From an optimization exercise on the open Yosys and OpenROAD flow, aimed at small area, a short achievable clock period and few clock cycles per item; shortcuts taken in it are not production practice.
At most, simulation tests tie the RTL to the original design; equivalence was not proved.
Only the layout flow was run in runs 2 and 3; the RTL was not checked for function there.

==> flow/design.v, too long to show whole: its modules and the start of the top module <==
// module hme_fsearch: 932 lines
module hme_fsearch (
    input  wire         clk,
    input  wire         rst,
    input  wire         start,
    input  wire [4:0]   grid_rows_m1,    
    input  wire [4:0]   grid_cols_m1,    
    output reg          busy,
    output reg          done,
    output wire         ref_req,
    output wire [8:0]   ref_y,
    output wire [8:0]   ref_x,
    input  wire [127:0] ref_row,
    output wire         tgt_req,
    output wire [8:0]   tgt_y,
    output wire [8:0]   tgt_x,
    input  wire [127:0] tgt_row,
    output reg          res_valid,
    output wire [4:0]   res_mb_row,
    output wire [4:0]   res_mb_col,
    output wire [4:0]   res_dy,
    output wire [4:0]   res_dx,
    output wire [15:0]  res_cost
);
  // ...
==> flow/flow/run.sh <==
#!/bin/bash
# The standard layout (the standard.sh, unchanged scripts) with three
# layout choices:
#  - the smallest buffer (buf_1) on the ports instead of the one
#    buffer_ports picks by default;
#  - timing repair aimed at a setup slack of 15.2 ns on the 22 ns clock, so
#    that the resizer sizes up the critical paths (the clock and the
#    constraints are the design's);
#  - clock tree: sinks clustered 30 to a buffer, no dummy loads.
# Each tool's output is in the ORFS logs under orfs/logs; make's own output
# is in standard.log.
set -euo pipefail
cd "$(dirname "$0")/.."
export BUFFER_PORTS_ARGS="-buffer_cell sky130_fd_sc_hd__buf_1"
export SETUP_SLACK_MARGIN=15.35
export CTS_ARGS="-sink_clustering_enable -repair_clock_nets -sink_clustering_size 30 -sink_clustering_max_diameter 80 -dont_use_dummy_load"
bash standard.sh > standard.log 2>&1
==> flow/standard.sh <==
#!/bin/bash
# synth_recipe.tcl (not shown) runs the flow's synth.tcl, then flattens the netlist and writes it again
# the make line also repeats each setting of config.mk as NAME=value (left out here)
make -C /OpenROAD-flow-scripts/flow DESIGN_CONFIG=/design/flow/config.mk WORK_HOME=/design/flow/orfs CLKGATE_MAP_FILE= SYNTH_SCRIPT=/design/flow/synth_recipe.tcl "${@:-finish}"
==> flow/config.mk <==
export PLATFORM = sky130hd
export DESIGN_NAME = hme_fsearch
export DESIGN_NICKNAME = hme_fsearch
export VERILOG_FILES = /design/flow/design.v
export SDC_FILE = /design/flow/constraint.sdc
export NUM_CORES = 4
export LEC_CHECK = 0
export CAP_MARGIN = 20
export CORE_MARGIN = 2
export CORE_UTILIZATION = 25
export PLACE_DENSITY = 0.5
export SLEW_MARGIN = 20
export TNS_END_PERCENT = 5
==> flow/constraint.sdc <==
create_clock -name core_clock -period 22.0 [get_ports {clk}]
set_input_delay 4.4000 -clock core_clock [delete_from_list [all_inputs] [get_ports {clk}]]
set_output_delay 4.4000 -clock core_clock [all_outputs]
set_load 0.01 [all_outputs]
==> run_results.csv, run 1 <==
group,metric,value,unit
clock_tree,root_buffer,"clkbuf_16",
grt,first_global_vias,16400,
die,ios,346,
critical_path,path_cells,"buf_1 -> inv_1 -> ha_1 -> o21bai_1 -> a21oi_1 -> o21bai_1 -> a21oi_1 -> a21oi_1 -> nor2_1 -> o21bai_2 -> mux2i_1 -> xor2_1 -> fa_1",
final_layout,stdcell_area,25300,um2
synthesis,ys_seq_elements,280,
final_layout,multi_input_comb_cells,1599,
run_status,status,"no timing/DRC/antenna violations",
place,dpl.cell_count,3756,
timing,clock_skew,83.7,ps
critical_path,critical-path-slowest-cell,"fa_1",
critical_path,cp_top_family,"compound AO/OA/AOI/OAI gates",
final_layout,regMostFlops,"d_cs",
final_layout,ff_latch_area,5710,um2
die,die_w,299,um
timing,setup_slack,15410,ps
place,pre_cts_slack,14300,ps
timing,finalCriticalPeriod,6590,ps
synthesis,yosys.cell_count.top_type,"inv_1",
final_layout,dominant_cells,"multi-input combinational cells",
clock_tree,cts.sinks,280,
critical_path,cp-end-kind,"register",
routing,postRouteAntennaNets,0,
routing,wl_met1,25000,um
clock_tree,numCtsBuffers,22,
die,die_height,299,um
synthesis,yosysSeqAreaShare,26.2,%
final_layout,multi_input_area,14700,um2
worst_hold_path,hold_end,"x_acc[3]",
critical_path,slowest_delay,440,ps
grt,antenna_found_initial,10,
routing,wl_per_cell,16.3,um
critical_path,reg2reg_depth,19,
Testbench counts, summed over its fixed seeds: cycles 198,758, mbs 298.
==> run 2: changes to the inputs <==
--- a/flow/design.v
+++ b/flow/design.v
@@ -24,17 +24,16 @@
     reg [4:0] gr_m1, gc_m1;
     reg [4:0] mb_r, mb_c;
     reg       run;                     
     wire top   = (mb_r == 5'd0);
     wire bot   = (mb_r == gr_m1);
     wire left  = (mb_c == 5'd0);
     wire right = (mb_c == gc_m1);
     reg              g_ph;             
-    reg              g_wait;           
     reg              g_new;            
     reg              g_done;
     reg        [3:0] g_rad;
     reg signed [4:0] g_a, g_b;         
     reg signed [4:0] g_cy, g_cx;       
     wire signed [5:0] g_d  = g_ph ? {2'b00, g_rad} : {g_rad, 2'b00};
     wire signed [4:0] g_st = g_ph ? 5'sd1 : 5'sd4;
     wire signed [5:0] a_min = bot   ? 6'sd0 : -6'sd8;
@@ -54,25 +53,26 @@
     wire signed [5:0] b_lo = l_in ? e_l : b_min;
     wire signed [5:0] b_hi = r_in ? e_r : b_max;
     wire ring_all = (e_t <= a_min) && (e_b >= a_max) && (e_l <= b_min) && (e_r >= b_max);
     wire ring_end = g_ph ? ring_all : (g_rad == 4'd1);
     wire g_full = (g_a == e_t) || (g_a == e_b);
     wire in_win = (g_a >= a_min) && (g_a <= a_max) && (g_b >= b_min) && (g_b <= b_max);
     wire coarse = (g_a == -5'sd4 || g_a == 5'sd0 || g_a == 5'sd4) &&
                   (g_b == -5'sd4 || g_b == 5'sd0 || g_b == 5'sd4);
-    wire g_ok   = !g_done && !g_wait && !g_new && in_win && !(g_ph && coarse);
+    wire g_ok   = !g_done && !g_new && in_win && !(g_ph && coarse);
     wire              s_out   = !l_in && !r_in;
     wire signed [5:0] a_inc   = g_a + g_st;
     wire signed [5:0] a_nx    = g_new ? ((s_out && !t_in) ? e_b : a_lo)
                                       : (s_out ? e_b : a_inc);
     wire              more    = s_out ? (g_a == e_t[4:0] && bt_in) : (g_a != a_hi[4:0]);
     wire              full_nx = g_new ? (t_in || s_out) : (s_out || a_inc == e_b);
     wire signed [5:0] b_nx    = full_nx ? b_lo : (l_in ? e_l : e_r);
     reg               r_v, x_v, d_v;
+    reg               r_c, x_c, d_c;       
     reg signed [5:0]  r_u;
     reg signed [4:0]  r_nx;
     reg signed [4:0]  x_dy, d_dy;
     reg signed [4:0]  x_dx, d_dx;
     reg        [3:0]  r_row, x_row, d_row;
     reg        [15:0] r_acc, x_acc, d_acc;
     reg        [108-1:0] d_cs;
     wire [8:0] ty = {mb_r, 4'd0};
@@ -448,20 +448,20 @@
     wire ps11 = ad13[0] ^ sg[13] ^ ad14[0];
     wire pc11 = (ad13[0] & sg[13]) | (ad13[0] & ad14[0]) | (sg[13] & ad14[0]);
     wire ps12 = ad6[1] ^ ad7[1] ^ ad8[1];
     wire pc12 = (ad6[1] & ad7[1]) | (ad6[1] & ad8[1]) | (ad7[1] & ad8[1]);
     wire ps13 = ad9[1] ^ ad10[1] ^ ad11[1];
     wire pc13 = (ad9[1] & ad10[1]) | (ad9[1] & ad11[1]) | (ad10[1] & ad11[1]);
     wire ps14 = ad12[1] ^ ad13[1] ^ ad14[1];
     wire pc14 = (ad12[1] & ad13[1]) | (ad12[1] & ad14[1]) | (ad13[1] & ad14[1]);
-    wire ps15 = ad15[1] ^ pc0 ^ pc1;
-    wire pc15 = (ad15[1] & pc0) | (ad15[1] & pc1) | (pc0 & pc1);
-    wire ps16 = ps7 ^ ps8;
-    wire pc16 = ps7 & ps8;
+    wire ps15 = ad15[1] ^ pc6 ^ pc0;
+    wire pc15 = (ad15[1] & pc6) | (ad15[1] & pc0) | (pc6 & pc0);
+    wire ps16 = pc1 ^ pc2;
+    wire pc16 = pc1 & pc2;
     wire ps17 = ad0[2] ^ ad1[2] ^ ad2[2];
     wire pc17 = (ad0[2] & ad1[2]) | (ad0[2] & ad2[2]) | (ad1[2] & ad2[2]);
     wire ps18 = ad3[2] ^ ad4[2] ^ ad5[2];
     wire pc18 = (ad3[2] & ad4[2]) | (ad3[2] & ad5[2]) | (ad4[2] & ad5[2]);
     wire ps19 = ad6[2] ^ ad7[2] ^ ad8[2];
     wire pc19 = (ad6[2] & ad7[2]) | (ad6[2] & ad8[2]) | (ad7[2] & ad8[2]);
     wire ps20 = ad9[2] ^ ad10[2] ^ ad11[2];
     wire pc20 = (ad9[2] & ad10[2]) | (ad9[2] & ad11[2]) | (ad10[2] & ad11[2]);
@@ -502,17 +502,17 @@
     wire ps38 = ad0[7] ^ ad1[7] ^ ad2[7];
     wire pc38 = (ad0[7] & ad1[7]) | (ad0[7] & ad2[7]) | (ad1[7] & ad2[7]);
     wire ps39 = ad3[7] ^ ad4[7] ^ ad5[7];
     wire pc39 = (ad3[7] & ad4[7]) | (ad3[7] & ad5[7]) | (ad4[7] & ad5[7]);
     wire ps40 = ad6[7] ^ ad7[7] ^ ad8[7];
     wire pc40 = (ad6[7] & ad7[7]) | (ad6[7] & ad8[7]) | (ad7[7] & ad8[7]);
     wire ps41 = ad9[7] ^ ad10[7];
     wire pc41 = ad9[7] & ad10[7];
-    wire [107:0] cs_in = {pc41, pc40, pc39, pc38, pc37, pc36, pc35, pc34, ps41, ps40, ps39, ps38, ad15[7], ad14[7], ad13[7], ad12[7], ad11[7], pc33, pc32, pc31, pc30, ps37, ps36, ps35, ps34, ad15[6], ad14[6], ad13[6], ad12[6], ad11[6], pc29, pc28, pc27, pc26, ps33, ps32, ps31, ps30, ad15[5], ad14[5], ad13[5], ad12[5], ad11[5], pc25, pc24, pc23, pc22, ps29, ps28, ps27, ps26, ad15[4], ad14[4], ad13[4], ad12[4], ad11[4], pc21, pc20, pc19, pc18, pc17, ps25, ps24, ps23, ps22, ad15[3], ad14[3], ad13[3], ad12[3], pc16, pc15, pc14, pc13, pc12, ps21, ps20, ps19, ps18, ps17, pc8, pc7, ad15[2], pc11, pc10, pc9, ps16, ps15, ps14, ps13, ps12, pc6, pc5, pc4, pc3, pc2, ps11, ps10, ps9, ps6, ps5, ps4, ps3, ps2, ps1, ps0, sg[15], ad15[0], sg[14]};
+    wire [107:0] cs_in = {pc41, pc40, pc39, pc38, pc37, pc36, pc35, pc34, ps41, ps40, ps39, ps38, ad15[7], ad14[7], ad13[7], ad12[7], ad11[7], pc33, pc32, pc31, pc30, ps37, ps36, ps35, ps34, ad15[6], ad14[6], ad13[6], ad12[6], ad11[6], pc29, pc28, pc27, pc26, ps33, ps32, ps31, ps30, ad15[5], ad14[5], ad13[5], ad12[5], ad11[5], pc25, pc24, pc23, pc22, ps29, ps28, ps27, ps26, ad15[4], ad14[4], ad13[4], ad12[4], ad11[4], pc21, pc20, pc19, pc18, pc17, ps25, ps24, ps23, ps22, ad15[3], ad14[3], ad13[3], ad12[3], pc16, pc15, pc14, pc13, pc12, ps21, ps20, ps19, ps18, ps17, pc8, pc7, ad15[2], pc11, pc10, pc9, ps16, ps15, ps14, ps13, ps12, ps8, ps7, pc5, pc4, pc3, ps11, ps10, ps9, ps5, ps4, ps3, ps2, ps1, ps0, ps6, sg[15], ad15[0], sg[14]};
     reg        [15:0] best_cost;
     reg signed [4:0]  best_dy, best_dx;
     assign res_mb_row = mb_r;
     assign res_mb_col = mb_c;
     assign res_dy     = best_dy;
     assign res_dx     = best_dx;
     assign res_cost   = best_cost;
     wire ahead = (d_dy > best_dy) || ((d_dy == best_dy) && (d_dx > best_dx));
@@ -557,213 +557,213 @@
     wire qs19 = d_cs[24] ^ d_cs[25] ^ d_acc[1];
     wire qc19 = (d_cs[24] & d_cs[25]) | (d_cs[24] & d_acc[1]) | (d_cs[25] & d_acc[1]);
     wire qs20 = d_cs[32] ^ d_cs[33] ^ d_cs[34];
     wire qc20 = (d_cs[32] & d_cs[33]) | (d_cs[32] & d_cs[34]) | (d_cs[33] & d_cs[34]);
     wire qs21 = d_cs[35] ^ d_cs[36] ^ d_cs[37];
     wire qc21 = (d_cs[35] & d_cs[36]) | (d_cs[35] & d_cs[37]) | (d_cs[36] & d_cs[37]);
     wire qs22 = d_cs[38] ^ d_acc[2] ^ ~best_cost[2];
     wire qc22 = (d_cs[38] & d_acc[2]) | (d_cs[38] & ~best_cost[2]) | (d_acc[2] & ~best_cost[2]);
-    wire qs23 = qs3 ^ qs4;
-    wire qc23 = qs3 & qs4;
+    wire qs23 = qc2 ^ qc1;
+    wire qc23 = qc2 & qc1;
     wire qs24 = d_cs[45] ^ d_cs[46] ^ d_cs[47];
     wire qc24 = (d_cs[45] & d_cs[46]) | (d_cs[45] & d_cs[47]) | (d_cs[46] & d_cs[47]);
     wire qs25 = d_cs[48] ^ d_cs[49] ^ d_cs[50];
     wire qc25 = (d_cs[48] & d_cs[49]) | (d_cs[48] & d_cs[50]) | (d_cs[49] & d_cs[50]);
     wire qs26 = d_cs[51] ^ d_acc[3] ^ ~best_cost[3];
     wire qc26 = (d_cs[51] & d_acc[3]) | (d_cs[51] & ~best_cost[3]) | (d_acc[3] & ~best_cost[3]);
-    wire qs27 = qs5 ^ qs6 ^ qc3;
-    wire qc27 = (qs5 & qs6) | (qs5 & qc3) | (qs6 & qc3);
+    wire qs27 = qc3 ^ qc4 ^ qs5;
+    wire qc27 = (qc3 & qc4) | (qc3 & qs5) | (qc4 & qs5);
     wire qs28 = d_cs[58] ^ d_cs[59] ^ d_cs[60];
     wire qc28 = (d_cs[58] & d_cs[59]) | (d_cs[58] & d_cs[60]) | (d_cs[59] & d_cs[60]);
     wire qs29 = d_cs[61] ^ d_cs[62] ^ d_cs[63];
     wire qc29 = (d_cs[61] & d_cs[62]) | (d_cs[61] & d_cs[63]) | (d_cs[62] & d_cs[63]);
     wire qs30 = d_cs[64] ^ d_acc[4] ^ ~best_cost[4];
     wire qc30 = (d_cs[64] & d_acc[4]) | (d_cs[64] & ~best_cost[4]) | (d_acc[4] & ~best_cost[4]);
-    wire qs31 = qs7 ^ qs8 ^ qc5;
-    wire qc31 = (qs7 & qs8) | (qs7 & qc5) | (qs8 & qc5);
+    wire qs31 = qc5 ^ qc6 ^ qs7;
+    wire qc31 = (qc5 & qc6) | (qc5 & qs7) | (qc6 & qs7);
     wire qs32 = d_cs[71] ^ d_cs[72] ^ d_cs[73];
     wire qc32 = (d_cs[71] & d_cs[72]) | (d_cs[71] & d_cs[73]) | (d_cs[72] & d_cs[73]);
     wire qs33 = d_cs[74] ^ d_cs[75] ^ d_cs[76];
     wire qc33 = (d_cs[74] & d_cs[75]) | (d_cs[74] & d_cs[76]) | (d_cs[75] & d_cs[76]);
     wire qs34 = d_cs[77] ^ d_acc[5] ^ ~best_cost[5];
     wire qc34 = (d_cs[77] & d_acc[5]) | (d_cs[77] & ~best_cost[5]) | (d_acc[5] & ~best_cost[5]);
-    wire qs35 = qs9 ^ qs10 ^ qc7;
-    wire qc35 = (qs9 & qs10) | (qs9 & qc7) | (qs10 & qc7);
+    wire qs35 = qc7 ^ qc8 ^ qs9;
+    wire qc35 = (qc7 & qc8) | (qc7 & qs9) | (qc8 & qs9);
     wire qs36 = d_cs[84] ^ d_cs[85] ^ d_cs[86];
     wire qc36 = (d_cs[84] & d_cs[85]) | (d_cs[84] & d_cs[86]) | (d_cs[85] & d_cs[86]);
     wire qs37 = d_cs[87] ^ d_cs[88] ^ d_cs[89];
     wire qc37 = (d_cs[87] & d_cs[88]) | (d_cs[87] & d_cs[89]) | (d_cs[88] & d_cs[89]);
     wire qs38 = d_cs[90] ^ d_acc[6] ^ ~best_cost[6];
     wire qc38 = (d_cs[90] & d_acc[6]) | (d_cs[90] & ~best_cost[6]) | (d_acc[6] & ~best_cost[6]);
-    wire qs39 = qs11 ^ qs12 ^ qc9;
-    wire qc39 = (qs11 & qs12) | (qs11 & qc9) | (qs12 & qc9);
+    wire qs39 = qc9 ^ qc10 ^ qs11;
+    wire qc39 = (qc9 & qc10) | (qc9 & qs11) | (qc10 & qs11);
     wire qs40 = d_cs[97] ^ d_cs[98] ^ d_cs[99];
     wire qc40 = (d_cs[97] & d_cs[98]) | (d_cs[97] & d_cs[99]) | (d_cs[98] & d_cs[99]);
     wire qs41 = d_cs[100] ^ d_cs[101] ^ d_cs[102];
     wire qc41 = (d_cs[100] & d_cs[101]) | (d_cs[100] & d_cs[102]) | (d_cs[101] & d_cs[102]);
     wire qs42 = d_cs[103] ^ d_acc[7] ^ ~best_cost[7];
     wire qc42 = (d_cs[103] & d_acc[7]) | (d_cs[103] & ~best_cost[7]) | (d_acc[7] & ~best_cost[7]);
-    wire qs43 = qs13 ^ qs14 ^ qc11;
-    wire qc43 = (qs13 & qs14) | (qs13 & qc11) | (qs14 & qc11);
+    wire qs43 = qc11 ^ qc12 ^ qs13;
+    wire qc43 = (qc11 & qc12) | (qc11 & qs13) | (qc12 & qs13);
     wire qs44 = d_cs[104] ^ d_cs[105] ^ d_cs[106];
     wire qc44 = (d_cs[104] & d_cs[105]) | (d_cs[104] & d_cs[106]) | (d_cs[105] & d_cs[106]);
     wire qs45 = d_cs[107] ^ d_acc[8];
     wire qc45 = d_cs[107] & d_acc[8];
     wire qs46 = d_cs[9] ^ d_cs[10] ^ d_cs[11];
     wire qc46 = (d_cs[9] & d_cs[10]) | (d_cs[9] & d_cs[11]) | (d_cs[10] & d_cs[11]);
     wire qs47 = d_cs[12] ^ d_acc[0];
     wire qc47 = d_cs[12] & d_acc[0];
-    wire qs48 = ~best_cost[1] ^ qs1 ^ qs2;
-    wire qc48 = (~best_cost[1] & qs1) | (~best_cost[1] & qs2) | (qs1 & qs2);
-    wire qs49 = qc0 ^ qs17 ^ qs18;
-    wire qc49 = (qc0 & qs17) | (qc0 & qs18) | (qs17 & qs18);
-    wire qs50 = qs19 ^ qc15;
-    wire qc50 = qs19 & qc15;
-    wire qs51 = qc1 ^ qc2 ^ qs20;
-    wire qc51 = (qc1 & qc2) | (qc1 & qs20) | (qc2 & qs20);
-    wire qs52 = qs21 ^ qs22 ^ qs23;
-    wire qc52 = (qs21 & qs22) | (qs21 & qs23) | (qs22 & qs23);
-    wire qs53 = qc17 ^ qc18 ^ qc19;
-    wire qc53 = (qc17 & qc18) | (qc17 & qc19) | (qc18 & qc19);
-    wire qs54 = qc4 ^ qs24 ^ qs25;
-    wire qc54 = (qc4 & qs24) | (qc4 & qs25) | (qs24 & qs25);
-    wire qs55 = qs26 ^ qs27 ^ qc20;
-    wire qc55 = (qs26 & qs27) | (qs26 & qc20) | (qs27 & qc20);
-    wire qs56 = qc21 ^ qc22 ^ qc23;
-    wire qc56 = (qc21 & qc22) | (qc21 & qc23) | (qc22 & qc23);
-    wire qs57 = qc6 ^ qs28 ^ qs29;
-    wire qc57 = (qc6 & qs28) | (qc6 & qs29) | (qs28 & qs29);
-    wire qs58 = qs30 ^ qs31 ^ qc24;
-    wire qc58 = (qs30 & qs31) | (qs30 & qc24) | (qs31 & qc24);
-    wire qs59 = qc25 ^ qc26 ^ qc27;
-    wire qc59 = (qc25 & qc26) | (qc25 & qc27) | (qc26 & qc27);
-    wire qs60 = qc8 ^ qs32 ^ qs33;
-    wire qc60 = (qc8 & qs32) | (qc8 & qs33) | (qs32 & qs33);
-    wire qs61 = qs34 ^ qs35 ^ qc28;
-    wire qc61 = (qs34 & qs35) | (qs34 & qc28) | (qs35 & qc28);
-    wire qs62 = qc29 ^ qc30 ^ qc31;
-    wire qc62 = (qc29 & qc30) | (qc29 & qc31) | (qc30 & qc31);
-    wire qs63 = qc10 ^ qs36 ^ qs37;
-    wire qc63 = (qc10 & qs36) | (qc10 & qs37) | (qs36 & qs37);
-    wire qs64 = qs38 ^ qs39 ^ qc32;
-    wire qc64 = (qs38 & qs39) | (qs38 & qc32) | (qs39 & qc32);
-    wire qs65 = qc33 ^ qc34 ^ qc35;
-    wire qc65 = (qc33 & qc34) | (qc33 & qc35) | (qc34 & qc35);
-    wire qs66 = qc12 ^ qs40 ^ qs41;
-    wire qc66 = (qc12 & qs40) | (qc12 & qs41) | (qs40 & qs41);
-    wire qs67 = qs42 ^ qs43 ^ qc36;
-    wire qc67 = (qs42 & qs43) | (qs42 & qc36) | (qs43 & qc36);
-    wire qs68 = qc37 ^ qc38 ^ qc39;
-    wire qc68 = (qc37 & qc38) | (qc37 & qc39) | (qc38 & qc39);
-    wire qs69 = ~best_cost[8] ^ qc13 ^ qc14;
-    wire qc69 = (~best_cost[8] & qc13) | (~best_cost[8] & qc14) | (qc13 & qc14);
-    wire qs70 = qs44 ^ qs45 ^ qc40;
-    wire qc70 = (qs44 & qs45) | (qs44 & qc40) | (qs45 & qc40);
-    wire qs71 = qc41 ^ qc42 ^ qc43;
-    wire qc71 = (qc41 & qc42) | (qc41 & qc43) | (qc42 & qc43);
+    wire qs48 = ~best_cost[1] ^ qs2 ^ qc0;
+    wire qc48 = (~best_cost[1] & qs2) | (~best_cost[1] & qc0) | (qs2 & qc0);
+    wire qs49 = qc15 ^ qc16 ^ qs1;
+    wire qc49 = (qc15 & qc16) | (qc15 & qs1) | (qc16 & qs1);
+    wire qs50 = qs17 ^ qs18;
+    wire qc50 = qs17 & qs18;
+    wire qs51 = qc17 ^ qc18 ^ qc19;
+    wire qc51 = (qc17 & qc18) | (qc17 & qc19) | (qc18 & qc19);
+    wire qs52 = qs3 ^ qs4 ^ qs20;
+    wire qc52 = (qs3 & qs4) | (qs3 & qs20) | (qs4 & qs20);
+    wire qs53 = qs21 ^ qs22 ^ qs23;
+    wire qc53 = (qs21 & qs22) | (qs21 & qs23) | (qs22 & qs23);
+    wire qs54 = qc20 ^ qc21 ^ qc22;
+    wire qc54 = (qc20 & qc21) | (qc20 & qc22) | (qc21 & qc22);
+    wire qs55 = qs6 ^ qs24 ^ qs25;
+    wire qc55 = (qs6 & qs24) | (qs6 & qs25) | (qs24 & qs25);
+    wire qs56 = qs26 ^ qc23 ^ qs27;
+    wire qc56 = (qs26 & qc23) | (qs26 & qs27) | (qc23 & qs27);
+    wire qs57 = qc24 ^ qc25 ^ qc26;
+    wire qc57 = (qc24 & qc25) | (qc24 & qc26) | (qc25 & qc26);
+    wire qs58 = qs8 ^ qs28 ^ qs29;
+    wire qc58 = (qs8 & qs28) | (qs8 & qs29) | (qs28 & qs29);
+    wire qs59 = qs30 ^ qc27 ^ qs31;
+    wire qc59 = (qs30 & qc27) | (qs30 & qs31) | (qc27 & qs31);
+    wire qs60 = qc28 ^ qc29 ^ qc30;
+    wire qc60 = (qc28 & qc29) | (qc28 & qc30) | (qc29 & qc30);
+    wire qs61 = qs10 ^ qs32 ^ qs33;
+    wire qc61 = (qs10 & qs32) | (qs10 & qs33) | (qs32 & qs33);
+    wire qs62 = qs34 ^ qc31 ^ qs35;
+    wire qc62 = (qs34 & qc31) | (qs34 & qs35) | (qc31 & qs35);
+    wire qs63 = qc32 ^ qc33 ^ qc34;
+    wire qc63 = (qc32 & qc33) | (qc32 & qc34) | (qc33 & qc34);
+    wire qs64 = qs12 ^ qs36 ^ qs37;
+    wire qc64 = (qs12 & qs36) | (qs12 & qs37) | (qs36 & qs37);
+    wire qs65 = qs38 ^ qc35 ^ qs39;
+    wire qc65 = (qs38 & qc35) | (qs38 & qs39) | (qc35 & qs39);
+    wire qs66 = qc36 ^ qc37 ^ qc38;
+    wire qc66 = (qc36 & qc37) | (qc36 & qc38) | (qc37 & qc38);
+    wire qs67 = qs14 ^ qs40 ^ qs41;
+    wire qc67 = (qs14 & qs40) | (qs14 & qs41) | (qs40 & qs41);
+    wire qs68 = qs42 ^ qc39 ^ qs43;
+    wire qc68 = (qs42 & qc39) | (qs42 & qs43) | (qc39 & qs43);
+    wire qs69 = ~best_cost[8] ^ qs45 ^ qc13;
+    wire qc69 = (~best_cost[8] & qs45) | (~best_cost[8] & qc13) | (qs45 & qc13);
+    wire qs70 = qc14 ^ qc40 ^ qc41;
+    wire qc70 = (qc14 & qc40) | (qc14 & qc41) | (qc40 & qc41);
+    wire qs71 = qc42 ^ qs44 ^ qc43;
+    wire qc71 = (qc42 & qs44) | (qc42 & qc43) | (qs44 & qc43);
     wire qs72 = d_acc[9] ^ ~best_cost[9];
     wire qc72 = d_acc[9] & ~best_cost[9];
-    wire qs73 = ~best_cost[0] ^ qs0 ^ qs15;
-    wire qc73 = (~best_cost[0] & qs0) | (~best_cost[0] & qs15) | (qs0 & qs15);
-    wire qs74 = qc16 ^ qs48 ^ qs49;
-    wire qc74 = (qc16 & qs48) | (qc16 & qs49) | (qs48 & qs49);
-    wire qs75 = qs50 ^ qc46;
-    wire qc75 = qs50 & qc46;
-    wire qs76 = qs51 ^ qs52 ^ qs53;
-    wire qc76 = (qs51 & qs52) | (qs51 & qs53) | (qs52 & qs53);
-    wire qs77 = qc48 ^ qc49 ^ qc50;
-    wire qc77 = (qc48 & qc49) | (qc48 & qc50) | (qc49 & qc50);
-    wire qs78 = qs54 ^ qs55 ^ qs56;
-    wire qc78 = (qs54 & qs55) | (qs54 & qs56) | (qs55 & qs56);
-    wire qs79 = qc51 ^ qc52 ^ qc53;
-    wire qc79 = (qc51 & qc52) | (qc51 & qc53) | (qc52 & qc53);
-    wire qs80 = qs57 ^ qs58 ^ qs59;
-    wire qc80 = (qs57 & qs58) | (qs57 & qs59) | (qs58 & qs59);
-    wire qs81 = qc54 ^ qc55 ^ qc56;
-    wire qc81 = (qc54 & qc55) | (qc54 & qc56) | (qc55 & qc56);
-    wire qs82 = qs60 ^ qs61 ^ qs62;
-    wire qc82 = (qs60 & qs61) | (qs60 & qs62) | (qs61 & qs62);
-    wire qs83 = qc57 ^ qc58 ^ qc59;
-    wire qc83 = (qc57 & qc58) | (qc57 & qc59) | (qc58 & qc59);
-    wire qs84 = qs63 ^ qs64 ^ qs65;
-    wire qc84 = (qs63 & qs64) | (qs63 & qs65) | (qs64 & qs65);
-    wire qs85 = qc60 ^ qc61 ^ qc62;
-    wire qc85 = (qc60 & qc61) | (qc60 & qc62) | (qc61 & qc62);
-    wire qs86 = qs66 ^ qs67 ^ qs68;
-    wire qc86 = (qs66 & qs67) | (qs66 & qs68) | (qs67 & qs68);
-    wire qs87 = qc63 ^ qc64 ^ qc65;
-    wire qc87 = (qc63 & qc64) | (qc63 & qc65) | (qc64 & qc65);
-    wire qs88 = qs69 ^ qs70 ^ qs71;
-    wire qc88 = (qs69 & qs70) | (qs69 & qs71) | (qs70 & qs71);
-    wire qs89 = qc66 ^ qc67 ^ qc68;
-    wire qc89 = (qc66 & qc67) | (qc66 & qc68) | (qc67 & qc68);
-    wire qs90 = qc44 ^ qc45 ^ qs72;
-    wire qc90 = (qc44 & qc45) | (qc44 & qs72) | (qc45 & qs72);
+    wire qs73 = ~best_cost[0] ^ qs47 ^ qs0;
+    wire qc73 = (~best_cost[0] & qs47) | (~best_cost[0] & qs0) | (qs47 & qs0);
+    wire qs74 = qc47 ^ qc46 ^ qs19;
+    wire qc74 = (qc47 & qc46) | (qc47 & qs19) | (qc46 & qs19);
+    wire qs75 = qs50 ^ qs48;
+    wire qc75 = qs50 & qs48;
+    wire qs76 = qc50 ^ qc48 ^ qs51;
+    wire qc76 = (qc50 & qc48) | (qc50 & qs51) | (qc48 & qs51);
+    wire qs77 = qc49 ^ qs52 ^ qs53;
+    wire qc77 = (qc49 & qs52) | (qc49 & qs53) | (qs52 & qs53);
+    wire qs78 = qc51 ^ qs54 ^ qc52;
+    wire qc78 = (qc51 & qs54) | (qc51 & qc52) | (qs54 & qc52);
+    wire qs79 = qs55 ^ qc53 ^ qs56;
+    wire qc79 = (qs55 & qc53) | (qs55 & qs56) | (qc53 & qs56);
+    wire qs80 = qc54 ^ qs57 ^ qc55;
+    wire qc80 = (qc54 & qs57) | (qc54 & qc55) | (qs57 & qc55);
+    wire qs81 = qs58 ^ qc56 ^ qs59;
+    wire qc81 = (qs58 & qc56) | (qs58 & qs59) | (qc56 & qs59);
+    wire qs82 = qc57 ^ qs60 ^ qc58;
+    wire qc82 = (qc57 & qs60) | (qc57 & qc58) | (qs60 & qc58);
+    wire qs83 = qs61 ^ qc59 ^ qs62;
+    wire qc83 = (qs61 & qc59) | (qs61 & qs62) | (qc59 & qs62);
+    wire qs84 = qc60 ^ qs63 ^ qc61;
+    wire qc84 = (qc60 & qs63) | (qc60 & qc61) | (qs63 & qc61);
+    wire qs85 = qs64 ^ qc62 ^ qs65;
+    wire qc85 = (qs64 & qc62) | (qs64 & qs65) | (qc62 & qs65);
+    wire qs86 = qc63 ^ qs66 ^ qc64;
+    wire qc86 = (qc63 & qs66) | (qc63 & qc64) | (qs66 & qc64);
+    wire qs87 = qs67 ^ qc65 ^ qs68;
+    wire qc87 = (qs67 & qc65) | (qs67 & qs68) | (qc65 & qs68);
+    wire qs88 = qc66 ^ qs69 ^ qs70;
+    wire qc88 = (qc66 & qs69) | (qc66 & qs70) | (qs69 & qs70);
+    wire qs89 = qc67 ^ qs71 ^ qc68;
+    wire qc89 = (qc67 & qs71) | (qc67 & qc68) | (qs71 & qc68);
+    wire qs90 = qc45 ^ qs72 ^ qc44;
+    wire qc90 = (qc45 & qs72) | (qc45 & qc44) | (qs72 & qc44);
     wire qs91 = qc69 ^ qc70 ^ qc71;
     wire qc91 = (qc69 & qc70) | (qc69 & qc71) | (qc70 & qc71);
     wire qs92 = d_acc[10] ^ ~best_cost[10];
     wire qc92 = d_acc[10] & ~best_cost[10];
-    wire qs93 = qs16 ^ qs46;
-    wire qc93 = qs16 & qs46;
-    wire qs94 = qc47 ^ qs74 ^ qs75;
-    wire qc94 = (qc47 & qs74) | (qc47 & qs75) | (qs74 & qs75);
-    wire qs95 = qs76 ^ qs77 ^ qc74;
-    wire qc95 = (qs76 & qs77) | (qs76 & qc74) | (qs77 & qc74);
-    wire qs96 = qs78 ^ qs79 ^ qc76;
-    wire qc96 = (qs78 & qs79) | (qs78 & qc76) | (qs79 & qc76);
-    wire qs97 = qs80 ^ qs81 ^ qc78;
-    wire qc97 = (qs80 & qs81) | (qs80 & qc78) | (qs81 & qc78);
-    wire qs98 = qs82 ^ qs83 ^ qc80;
-    wire qc98 = (qs82 & qs83) | (qs82 & qc80) | (qs83 & qc80);
-    wire qs99 = qs84 ^ qs85 ^ qc82;
-    wire qc99 = (qs84 & qs85) | (qs84 & qc82) | (qs85 & qc82);
-    wire qs100 = qs86 ^ qs87 ^ qc84;
-    wire qc100 = (qs86 & qs87) | (qs86 & qc84) | (qs87 & qc84);
-    wire qs101 = qs88 ^ qs89 ^ qc86;
-    wire qc101 = (qs88 & qs89) | (qs88 & qc86) | (qs89 & qc86);
-    wire qs102 = qs90 ^ qs91 ^ qc88;
-    wire qc102 = (qs90 & qs91) | (qs90 & qc88) | (qs91 & qc88);
+    wire qs93 = qs15 ^ qs16;
+    wire qc93 = qs15 & qs16;
+    wire qs94 = qc73 ^ qs49 ^ qs74;
+    wire qc94 = (qc73 & qs49) | (qc73 & qs74) | (qs49 & qs74);
+    wire qs95 = qc74 ^ qc75 ^ qs76;
+    wire qc95 = (qc74 & qc75) | (qc74 & qs76) | (qc75 & qs76);
+    wire qs96 = qc76 ^ qs78 ^ qc77;
+    wire qc96 = (qc76 & qs78) | (qc76 & qc77) | (qs78 & qc77);
+    wire qs97 = qc78 ^ qs80 ^ qc79;
+    wire qc97 = (qc78 & qs80) | (qc78 & qc79) | (qs80 & qc79);
+    wire qs98 = qc80 ^ qs82 ^ qc81;
+    wire qc98 = (qc80 & qs82) | (qc80 & qc81) | (qs82 & qc81);
+    wire qs99 = qc82 ^ qs84 ^ qc83;
+    wire qc99 = (qc82 & qs84) | (qc82 & qc83) | (qs84 & qc83);
+    wire qs100 = qc84 ^ qs86 ^ qc85;
+    wire qc100 = (qc84 & qs86) | (qc84 & qc85) | (qs86 & qc85);
+    wire qs101 = qc86 ^ qs88 ^ qs89;
+    wire qc101 = (qc86 & qs88) | (qc86 & qs89) | (qs88 & qs89);
+    wire qs102 = qs90 ^ qc88 ^ qs91;
+    wire qc102 = (qs90 & qc88) | (qs90 & qs91) | (qc88 & qs91);
     wire qs103 = qc72 ^ qs92 ^ qc90;
     wire qc103 = (qc72 & qs92) | (qc72 & qc90) | (qs92 & qc90);
     wire qs104 = d_acc[11] ^ ~best_cost[11];
     wire qc104 = d_acc[11] & ~best_cost[11];
-    wire qs105 = qs47 ^ qs73;
-    wire qc105 = qs47 & qs73;
-    wire qs106 = qc73 ^ qs94 ^ qc93;
-    wire qc106 = (qc73 & qs94) | (qc73 & qc93) | (qs94 & qc93);
-    wire qs107 = qc75 ^ qs95 ^ qc94;
-    wire qc107 = (qc75 & qs95) | (qc75 & qc94) | (qs95 & qc94);
-    wire qs108 = qc77 ^ qs96 ^ qc95;
-    wire qc108 = (qc77 & qs96) | (qc77 & qc95) | (qs96 & qc95);
-    wire qs109 = qc79 ^ qs97 ^ qc96;
-    wire qc109 = (qc79 & qs97) | (qc79 & qc96) | (qs97 & qc96);
-    wire qs110 = qc81 ^ qs98 ^ qc97;
-    wire qc110 = (qc81 & qs98) | (qc81 & qc97) | (qs98 & qc97);
-    wire qs111 = qc83 ^ qs99 ^ qc98;
-    wire qc111 = (qc83 & qs99) | (qc83 & qc98) | (qs99 & qc98);
-    wire qs112 = qc85 ^ qs100 ^ qc99;
-    wire qc112 = (qc85 & qs100) | (qc85 & qc99) | (qs100 & qc99);
-    wire qs113 = qc87 ^ qs101 ^ qc100;
-    wire qc113 = (qc87 & qs101) | (qc87 & qc100) | (qs101 & qc100);
+    wire qs105 = qs46 ^ qs93;
+    wire qc105 = qs46 & qs93;
+    wire qs106 = qc93 ^ qs75 ^ qs94;
+    wire qc106 = (qc93 & qs75) | (qc93 & qs94) | (qs75 & qs94);
+    wire qs107 = qc94 ^ qs77 ^ qs95;
+    wire qc107 = (qc94 & qs77) | (qc94 & qs95) | (qs77 & qs95);
+    wire qs108 = qc95 ^ qs79 ^ qs96;
+    wire qc108 = (qc95 & qs79) | (qc95 & qs96) | (qs79 & qs96);
+    wire qs109 = qs81 ^ qc96 ^ qs97;
+    wire qc109 = (qs81 & qc96) | (qs81 & qs97) | (qc96 & qs97);
+    wire qs110 = qs83 ^ qc97 ^ qs98;
+    wire qc110 = (qs83 & qc97) | (qs83 & qs98) | (qc97 & qs98);
+    wire qs111 = qs85 ^ qc98 ^ qs99;
+    wire qc111 = (qs85 & qc98) | (qs85 & qs99) | (qc98 & qs99);
+    wire qs112 = qs87 ^ qc99 ^ qs100;
+    wire qc112 = (qs87 & qc99) | (qs87 & qs100) | (qc99 & qs100);
+    wire qs113 = qc87 ^ qc100 ^ qs101;
+    wire qc113 = (qc87 & qc100) | (qc87 & qs101) | (qc100 & qs101);
     wire qs114 = qc89 ^ qs102 ^ qc101;
     wire qc114 = (qc89 & qs102) | (qc89 & qc101) | (qs102 & qc101);
-    wire qs115 = qc91 ^ qs103 ^ qc102;
-    wire qc115 = (qc91 & qs103) | (qc91 & qc102) | (qs103 & qc102);
+    wire qs115 = qs103 ^ qc91 ^ qc102;
+    wire qc115 = (qs103 & qc91) | (qs103 & qc102) | (qc91 & qc102);
     wire qs116 = qc92 ^ qs104 ^ qc103;
     wire qc116 = (qc92 & qs104) | (qc92 & qc103) | (qs104 & qc103);
     wire qs117 = d_acc[12] ^ ~best_cost[12] ^ qc104;
     wire qc117 = (d_acc[12] & ~best_cost[12]) | (d_acc[12] & qc104) | (~best_cost[12] & qc104);
     wire qs118 = d_acc[13] ^ ~best_cost[13];
     wire qc118 = d_acc[13] & ~best_cost[13];
     wire qs119 = d_acc[14] ^ ~best_cost[14];
     wire qc119 = d_acc[14] & ~best_cost[14];
     wire qs120 = d_acc[15] ^ ~best_cost[15];
     wire qc120 = d_acc[15] & ~best_cost[15];
-    wire [16:0] lt_a = {qc120, qs120, qs119, qs118, qs117, qs116, qs115, qs114, qs113, qs112, qs111, qs110, qs109, qs108, qs107, qs106, qs93};
+    wire [16:0] lt_a = {qc120, qs120, qs119, qs118, qs117, qs116, qs115, qs114, qs113, qs112, qs111, qs110, qs109, qs108, qs107, qs106, qs73};
     wire [16:0] lt_b = {1'b0, qc119, qc118, qc117, qc116, qc115, qc114, qc113, qc112, qc111, qc110, qc109, qc108, qc107, qc106, qc105, qs105};
     wire [16:0] lose_t = lt_a + lt_b + {16'd0, !ahead};
     wire as0 = lt_a[0] ^ lt_b[0] ^ best_cost[0];
     wire ac0 = (lt_a[0] & lt_b[0]) | (lt_a[0] & best_cost[0]) | (lt_b[0] & best_cost[0]);
     wire as1 = lt_a[1] ^ lt_b[1] ^ best_cost[1];
     wire ac1 = (lt_a[1] & lt_b[1]) | (lt_a[1] & best_cost[1]) | (lt_b[1] & best_cost[1]);
     wire as2 = lt_a[2] ^ lt_b[2] ^ best_cost[2];
     wire ac2 = (lt_a[2] & lt_b[2]) | (lt_a[2] & best_cost[2]) | (lt_b[2] & best_cost[2]);
@@ -803,69 +803,74 @@
     wire take   = !cont && g_ok;
     wire signed [5:0] u_cont  = {2'b00, d_row} + 6'sd1 - {d_dy[4], d_dy};
     wire signed [4:0] nx_cont = ~d_dx + 5'sd1;
     wire signed [5:0] u_take  = 6'sd0 - {g_a[4], g_a};
     wire signed [4:0] nx_take = 5'sd0 - g_b;
     wire drained = run && g_done && !r_v && !x_v && !d_v;
     always @(posedge clk) begin
         x_v   <= r_v;
+        x_c   <= r_c;
         x_dy  <= r_row - r_u[4:0];
         x_dx  <= 5'sd0 - r_nx;
         x_row <= r_row;
         x_acc <= r_acc;
         d_v   <= x_v;
+        d_c   <= x_c;
         d_dy  <= x_dy;
         d_dx  <= x_dx;
         d_row <= x_row;
         d_acc <= x_acc;
         d_cs  <= cs_in;
         r_v <= cont || g_ok;
         if (cont) begin
             r_u   <= u_cont;
             r_nx  <= nx_cont;
             r_row <= d_row + 4'd1;
+            r_c   <= d_c;
             r_acc <= acc_new;
         end else begin
             r_u   <= u_take;
             r_nx  <= nx_take;
             r_row <= 4'd0;
+            r_c   <= !g_ph;
             r_acc <= 16'd0;
         end
         if (win) begin
             best_cost <= acc_new;
             best_dy   <= d_dy;
             best_dx   <= d_dx;
         end
-        if (g_new) begin
+        if (g_ph && win && d_c) begin
+            g_cy   <= d_dy;
+            g_cx   <= d_dx;
+            g_rad  <= 4'd1;
+            g_new  <= 1'b1;
+            g_done <= 1'b0;
+        end else if (g_new) begin
             g_new <= 1'b0;
             g_a   <= a_nx[4:0];
             g_b   <= b_nx[4:0];
-        end else if (g_wait) begin
-            if (!r_v && !x_v && !d_v) begin
-                g_wait <= 1'b0;
-                g_ph   <= 1'b1;
-                g_cy   <= best_dy;
-                g_cx   <= best_dx;
-                g_rad  <= 4'd1;
-                g_new  <= 1'b1;
-            end
         end else if ((take || !g_ok) && !g_done) begin
             if (g_full && g_b != b_hi[4:0]) begin
                 g_b <= g_b + g_st;
             end else if (!g_full && g_b == e_l[4:0] && r_in) begin
                 g_b <= e_r[4:0];
             end else if (more) begin
                 g_a <= a_nx[4:0];
                 g_b <= b_nx[4:0];
             end else if (!ring_end) begin
                 g_rad <= g_rad + 4'd1;
                 g_new <= 1'b1;
             end else if (!g_ph) begin
-                g_wait <= 1'b1;
+                g_ph  <= 1'b1;
+                g_cy  <= win ? d_dy : best_dy;
+                g_cx  <= win ? d_dx : best_dx;
+                g_rad <= 4'd1;
+                g_new <= 1'b1;
             end else begin
                 g_done <= 1'b1;
             end
         end
         done      <= 1'b0;
         res_valid <= 1'b0;
         if (drained) begin
             run       <= 1'b0;
@@ -879,17 +884,16 @@
             if (mb_c == gc_m1) begin
                 mb_c <= 5'd0;
                 mb_r <= mb_r + 5'd1;
             end else begin
                 mb_c <= mb_c + 5'd1;
             end
             run       <= 1'b1;
             g_ph      <= 1'b0;
-            g_wait    <= 1'b0;
             g_new     <= 1'b0;
             g_rad     <= 4'd0;
             g_a       <= 5'sd0;
             g_b       <= 5'sd0;
             g_cy      <= 5'sd0;
             g_cx      <= 5'sd0;
             g_done    <= 1'b0;
             best_cost <= 16'hffff;
@@ -899,17 +903,16 @@
         if (start && !busy) begin
             gr_m1     <= grid_rows_m1;
             gc_m1     <= grid_cols_m1;
             mb_r      <= 5'd0;
             mb_c      <= 5'd0;
             busy      <= 1'b1;
             run       <= 1'b1;
             g_ph      <= 1'b0;
-            g_wait    <= 1'b0;
             g_new     <= 1'b0;
             g_rad     <= 4'd0;
             g_a       <= 5'sd0;
             g_b       <= 5'sd0;
             g_cy      <= 5'sd0;
             g_cx      <= 5'sd0;
             g_done    <= 1'b0;
             best_cost <= 16'hffff;
@@ -917,16 +920,15 @@
             best_dx   <= 5'sd0;
         end
         if (rst) begin
             busy      <= 1'b0;
             done      <= 1'b0;
             res_valid <= 1'b0;
             run       <= 1'b0;
             g_done    <= 1'b1;
-            g_wait    <= 1'b0;
             g_new     <= 1'b0;
             r_v       <= 1'b0;
             x_v       <= 1'b0;
             d_v       <= 1'b0;
         end
     end
 endmodule
--- a/flow/flow/run.sh
+++ b/flow/flow/run.sh
@@ -7,11 +7,11 @@
 #    that the resizer sizes up the critical paths (the clock and the
 #    constraints are the design's);
 #  - clock tree: sinks clustered 30 to a buffer, no dummy loads.
 # Each tool's output is in the ORFS logs under orfs/logs; make's own output
 # is in standard.log.
 set -euo pipefail
 cd "$(dirname "$0")/.."
 export BUFFER_PORTS_ARGS="-buffer_cell sky130_fd_sc_hd__buf_1"
-export SETUP_SLACK_MARGIN=15.35
+export SETUP_SLACK_MARGIN=15.2
 export CTS_ARGS="-sink_clustering_enable -repair_clock_nets -sink_clustering_size 30 -sink_clustering_max_diameter 80 -dont_use_dummy_load"
 bash standard.sh > standard.log 2>&1
--- a/flow/config.mk
+++ b/flow/config.mk
@@ -5,9 +5,8 @@
 export SDC_FILE = /design/flow/constraint.sdc
 export NUM_CORES = 4
 export LEC_CHECK = 0
 export CAP_MARGIN = 20
 export CORE_MARGIN = 2
 export CORE_UTILIZATION = 25
 export PLACE_DENSITY = 0.5
 export SLEW_MARGIN = 20
-export TNS_END_PERCENT = 5
==> run 2 against run 1 <==
  * Still clean
  * First-iteration DRC count fell by 9.6%
  * Global-route usage fell by 0.20 points
  * Count of clock-buffer cells in the layout increased by 3
  * Area after synthesis grew 0.35%
  * Fmax fell by 0.26%
  * Final area shrank 0.18%
  * Routed wire length decreased by 0.24%
  * Via count rose by 0.60%
  * Setup slack got worse by 17 ps
  * Register-to-register slack worse by 100 ps
  * Highest routed layer unchanged
==> run_results.csv, run 2 <==
group,metric,value,unit
routing,drcViolationCount,0,
die,rows,108,
synthesis,yosysSeqAreaShare,26.3,%
place,gp_congestion,0.829,
clock_tree,numCtsBuffers,25,
routing,vias_per_cell,4.22,
synthesis,synth_area_per_cell,9.44,um2
synthesis,ys_async_sr_fraction,0,%
clock_tree,clk_pin_slew,100,ps
timing,fin_crit_sh,30.0,%
critical_path,crit_fanout,2,
grt,grt_overflow,0,
final_layout,nFillCells,9262,
die,die_height,299,um
place,port_buffers,341,
grt,first_global_vias,16400,
final_layout,final_cell_mix,"inv_1 (377), buf_1 (340), dfxtp_1 (272)",
synthesis,synth_top_cell_by_area,"dfxtp_1",
critical_path,critPathKind,"in -> reg",
place,place_hpwl,53200,um
final_layout,regMostFlops,"d_cs",
grt,grt_pass1_wl,94500,um
final_layout,multi_input_area,14600,um2
synthesis,syn-instance-count,2312,
critical_path,startpoint_type,"input pin",
die,initial_core_util,25.2,%
grt,grt_start_max_net_pins,34,
timing,finalCriticalPeriod,6610,ps
synthesis,synth_area,21800,um2
routing,postRouteAntennaNets,0,
critical_path,crit_required,22420,ps
die,die_w,299,um
timing,fin_tns_setup,0,ps
synthesis,yosys_warnings,1,
timing,rsz0062_at_grt,"yes",
die,core-area,86600,um2
timing,maxSlewHeadroom,36.7,%
synthesis,netlist.area_leader.share,24.9,%
grt,antenna_found_initial,7,
grt,use_met1,16.5,%
grt,use_met2,25.2,%
synthesis,ys_top_cells_by_area,"dfxtp_1 (25%), ha_1 (14%), fa_1 (14%), xnor2_1 (8.0%), inv_1 (6.5%)",
clock_tree,clk_latency,580,ps
synthesis,synth.distinct_cells,80,
clock_tree,cts.sinks,282,
synthesis,ys_seq_elements,282,
routing,vias,16000,
final_layout,final_util,29.2,%
routing,drt-pass1-iter-count,5,
clock_tree,clockBufferDepth,3,
timing,drv_slew,0,
run,drv_cap,0,
run_status,status,"no timing/DRC/antenna violations",
synthesis,synth_edf_count,10,
timing,tightest_slew,949,ps
synthesis,yosys.cell_count.top_type,"inv_1",
timing,final-setup-viol-count,0,
synthesis,yosys-top-cells-count,"inv_1 (377), dfxtp_1 (272), ha_1 (250)",
final_layout,ff_latch_area,5750,um2
clock_tree,root_buffer,"clkbuf_16",
timing,clock_skew,64.7,ps
grt,use_met3,2.51,%
die,ios,346,
critical_path,cp-end-kind,"register",
routing,wl_per_cell,16.3,um
timing,fmax,151,MHz
worst_hold_path,min_path_type,"reg -> reg",
final_layout,syn2layout_area_growth,15.9,%
final_layout,final_common_cell,"inv_1",
timing,hold_viol_final,0,
final_layout,drive_above_1_share,4.88,%
clock_tree,cts_tree,"done",
final_layout,fin_nets,3318,
routing,totalWireLength,61700,um
critical_path,cp.arrival,7030,ps
clock_tree,h-tree-depth,1,
routing,drt_iter0_markers,518,
grt,grt_usage,13.6,%
synthesis,synth_top_flop_cell,"dfxtp_1",
grt,top_usage_layer,"met2",
final_layout,largest_reg_flops,108,
die,fp.dieArea,89700,um2
==> run 2: cell types whose count changed after synthesis, moves of 7 or more <==
cell	change
and2_1	+14
mux2_4	+7
nand2_1	-37
nand3_1	+11
nor2_1	-9
nor3_1	+10
xnor2_1	-7
==> run 2: kinds of logic after synthesis <==
kind of cell | after synthesis | synth area share (%)
multiplexers | 47 | 2.42
buffers and inverters | 439 | 8.05
other | 1 | 0.0172
AND/OR/NAND/NOR | 469 | 10.9
XOR/XNOR | 324 | 13.3
flip-flops | 282 | 26.3
AO/OA/AOI/OAI | 346 | 10.6
adder cells (fa/ha/maj) | 404 | 28.5
==> run 2: cell type report <==
| cell class | instances | area share, % |
|---|---|---|
| sequential | 282 | 22.7 |
| multi-input combinational | 1596 | 57.8 |
| antenna | 1 | 0.00989 |
| clock buffer | 25 | 2.47 |
| tap | 1155 | 5.71 |
| inverter | 379 | 5.62 |
| timing repair buffer | 361 | 5.71 |
==> run 2: what timing repair did <==
item                       CTS  global route
hold buffers                 0             0
gates resized for setup     15            22
cloned                       0             2
setup buffers                0            12
setup endpoints to repair   50            71
pin swaps                    0             6
==> run 2: worst max-delay path: stages <==
cell      delay (ps)
buf_1             70
inv_1             40
ha_1             210
o21bai_1         260
a21oi_1          140
o21bai_1         250
a21oi_1          170
a21oi_1          150
nor2_1            80
o21bai_1         340
mux2i_1          260
xor2_1           220
fa_1             440
==> run 2: path summary, 6_finish.rpt <==
| path | from | to | slack [ps] | depth (start not counted) |
|---|---|---|---|---|
| setup reg to reg | d_cs[65] | g_b[0] | 15480 | 22 |
| setup / recovery | ref_row[48] | d_cs[98] | 15390 | 13 |
| hold reg to reg | r_acc[11] | x_acc[11] | 280 | 0 |
| hold / removal | r_acc[11] | x_acc[11] | 280 | 0 |
==> run 2: through the flow <==
step	worst slack [ps]	instance area, um2	instances	hold WS (ps)
after floorplan	15170	21900	2315	310
after CTS	15200	25100	3784	268
after global placement	14410	24400	3759	310
after global routing	15160	25300	3798	269
after detailed placement	14330	24400	3759	312
final	15390	25300	3799	278
==> run 2: routing by layer <==
metal	wire length, um	share of wire (%)
met2	31200	51
met4	895	1.4
met5	73	0.12
met3	3070	5.0
met1	26500	43
==> run 3: changes to the inputs <==
--- a/flow/flow/run.sh
+++ b/flow/flow/run.sh
@@ -5,3 +5,3 @@
 #    buffer_ports picks by default;
-#  - timing repair aimed at a setup slack of 15.2 ns on the 22 ns clock, so
+#  - timing repair aimed at a setup slack of 15.4 ns on the 22 ns clock, so
 #    that the resizer sizes up the critical paths (the clock and the
@@ -14,3 +14,3 @@
 export BUFFER_PORTS_ARGS="-buffer_cell sky130_fd_sc_hd__buf_1"
-export SETUP_SLACK_MARGIN=15.2
+export SETUP_SLACK_MARGIN=15.4
 export CTS_ARGS="-sink_clustering_enable -repair_clock_nets -sink_clustering_size 30 -sink_clustering_max_diameter 80 -dont_use_dummy_load"
==> run 3 against run 2 <==
  * Still clean
  * Die area unchanged
  * Area after synthesis unchanged
  * Routed wire length fell by 0.91%
  * Non-clock buffer count rose by 12
  * Final cell count rose by 0.24%
  * Clock skew is 35 ps higher
  * Final area rose by 2.3%
==> run_results.csv, run 3 <==
group,metric,value,unit
grt,use_met3,1.99,%
grt,use_met2,24.9,%
die,ios,346,
synthesis,synth_area_per_cell,9.44,um2
final_layout,regMostFlops,"d_cs",
critical_path,path_cells,"buf_1 -> inv_1 -> ha_1 -> o21bai_1 -> a21o_1 -> a21oi_2 -> o21bai_1 -> a21oi_2 -> o21bai_2 -> a21oi_4 -> xnor2_1 -> fa_1",
routing,totalWireLength,61200,um
grt,grt_overflow,0,
critical_path,crit_required,22490,ps
clock_tree,numCtsBuffers,24,
critical_path,cp_top_family,"compound AO/OA/AOI/OAI gates",
final_layout,diodes,0,
run_status,status,"no timing/DRC/antenna violations",
synthesis,synthAdderAreaFrac,28.5,%
clock_tree,h-tree-depth,1,
final_layout,drive_above_1_share,7.80,%
clock_tree,clockBufferDepth,3,
worst_hold_path,min_path_type,"reg -> reg",
timing,hold_viol_final,0,
synthesis,synth_edf_count,10,
critical_path,timing.rr.end,"g_rad[1]",
synthesis,yosys-top-cells-count,"inv_1 (377), dfxtp_1 (272), ha_1 (250)",
clock_tree,cts.sinks,282,
routing,vias,16000,
synthesis,ys_seq_elements,282,
timing,finalCriticalPeriod,6470,ps
worst_hold_path,min_path_cells,0,
critical_path,cp-end-kind,"register",
timing,fin_tns_setup,0,ps
grt,grt_usage,13.5,%
synthesis,synth_xor_xnor_area_share,13.3,%
synthesis,synth.area.mux_share,2.42,%
final_layout,fin_nets,3328,
critical_path,startpoint_type,"input pin",
final_layout,syn2layout_area_growth,18.5,%
die,die_height,299,um
final_layout,nFillCells,9192,
synthesis,synth_top_flop_cell,"dfxtp_1",
synthesis,syn-instance-count,2312,
synthesis,synth_area,21800,um2
critical_path,reg2reg_depth,19,
die,fp.dieArea,89700,um2
grt,first_global_vias,16200,
routing,drcViolationCount,0,
synthesis,yosys.cell_count.top_type,"inv_1",
synthesis,synth_top_cell_by_area,"dfxtp_1",
critical_path,cp_num_buf_inv,2,
synthesis,synth.distinct_cells,80,
clock_tree,cts_tree,"done",
timing,maxSlewHeadroom,38.7,%
synthesis,ys_top_cells_by_area,"dfxtp_1 (25%), ha_1 (14%), fa_1 (14%), xnor2_1 (8.0%), inv_1 (6.5%)",
synthesis,synth_top_family_by_area,"adder cells",
timing,fin_crit_sh,29.4,%
grt,grt_pass1_wl,93500,um
synthesis,yosysSeqAreaShare,26.3,%
critical_path,critPathKind,"in -> reg",
synthesis,synth_simple_gate_area_share,10.9,%
worst_hold_path,hp-start,"r_acc[5]",
worst_hold_path,hold_end,"x_acc[5]",
synthesis,netlist.area_leader.share,24.9,%
grt,antenna_found_initial,1,
synthesis,synth-compound-area-share,10.6,%
die,rows,108,
critical_path,cp.arrival,6960,ps
timing,tightest_slew,918,ps
final_layout,largest_reg_flops,108,
run,drv_cap,0,
routing,wl_per_cell,16.1,um
critical_path,critical-path-slowest-cell,"fa_1",
die,core-area,86600,um2
final_layout,final_cell_mix,"inv_1 (367), buf_1 (340), dfxtp_1 (272)",
clock_tree,root_buffer,"clkbuf_16",
clock_tree,clk_pin_slew,110,ps
critical_path,r2r_slack,15660,ps
final_layout,final_util,29.9,%
grt,grt_start_max_net_pins,34,
place,place_hpwl,52700,um
timing,final-setup-viol-count,0,
die,die_w,299,um
die,initial_core_util,25.2,%
routing,vias_per_cell,4.20,
grt,top_usage_layer,"met2",
grt,use_met1,16.9,%
timing,drv_slew,0,
synthesis,ys_async_sr_fraction,0,%
routing,drt-pass1-iter-count,5,
timing,rsz0062_at_grt,"yes",
clock_tree,clk_latency,590,ps
timing,fmax,155,MHz
place,port_buffers,341,
critical_path,crit_fanout,9,
timing,clock_skew,99.3,ps
synthesis,yosys_warnings,1,
critical_path,r2r_start,"d_cs[52]",
final_layout,final_common_cell,"inv_1",
place,gp_congestion,0.861,
routing,drt_iter0_markers,619,
routing,postRouteAntennaNets,0,
critical_path,slowest_delay,490,ps
[run 3: cell families after synthesis]
logic type / after synthesis
simple gates: 469
mux: 47
buf+inv: 439
other cells: 1
flops: 282
fa+ha+maj: 404
xor+xnor: 324
compound gates: 346
[run 3: metal layers]
metal / vias to the layer above / routed length [um]
li1: 8197 / -
met1: 7472 / 26900
met2: 302 / 31000
met3: 37 / 2510
met4: 0 / 702
met5: - / 0
[run 3: final cells by class]
type / instances / area (um2) / share of cell area, %
sequential: 282 / 5750 / 22.2
timing repair buffer: 373 / 1580 / 6.12
multi-input combinational: 1595 / 15000 / 58.1
clock buffer: 24 / 601 / 2.32
tap: 1155 / 1450 / 5.59
inverter: 379 / 1470 / 5.67
[run 3: worst max-delay path by stage]
stage | start | to | slack [ps] | cells after the start
final | ref_row[88] | d_cs[32] | 15530 | 12
after global routing | d_cs[65] | g_rad[1] | 15330 | 21
after CTS | tgt_row[41] | d_cs[30] | 15410 | 13
after detailed placement | tgt_row[25] | d_cs[44] | 14510 | 13
after global placement | tgt_row[25] | d_cs[30] | 14550 | 13
after floorplan | tgt_row[9] | d_cs[21] | 15270 | 12
[run 3: what timing repair did]
item	4_1_cts	5_1_grt
cloned	1	0
resized for setup	16	24
endpoints found under the setup margin	68	74
pin swaps	4	12
hold buffers	0	0
endpoints found under the hold margin	0	0
buffers inserted	4	21
[run 3: through the flow]
stage | cell area, um2 | std cells | hold slack [ps] | setup WS (ps)
final | 25900 | 3808 | 319 | 15530
after global routing | 25900 | 3808 | 331 | 15330
after CTS | 25600 | 3787 | 321 | 15410
after detailed placement | 24800 | 3758 | 312 | 14510
after global placement | 24800 | 3758 | 310 | 14550
after floorplan | 22400 | 2315 | 310 | 15270

[afterwards: timing with drivers on the ports]
How much do the figures lean on ideal ports? The routed layouts below were timed once more, with nothing changed but the port constraints. Step 1: set_driving_cell puts a clkbuf_16 on clk and a buf_2 on each other input, an assumption about the parent block. Step 2 also shifts input and output timing later by t, the mid clock arrival at the registers, as if the neighbouring blocks saw the same clock. a / b / c = no drivers / after step 1 / after step 2; a / b = the first two.
run	t, ns	setup slack, ns	worst setup path at the end
run 1	0.599	15.409 / 15.448 / 14.850	input to register
run 2	0.605	15.392 / 15.411 / 14.806	input to register
run 3	0.608	15.530 / 15.565 / 14.962	input to register
After both steps setup and hold are still met in every run listed. For run 2, which loses most, drivers alone change the setup slack by +0.019 ns; drivers and shift together by -0.586 ns.
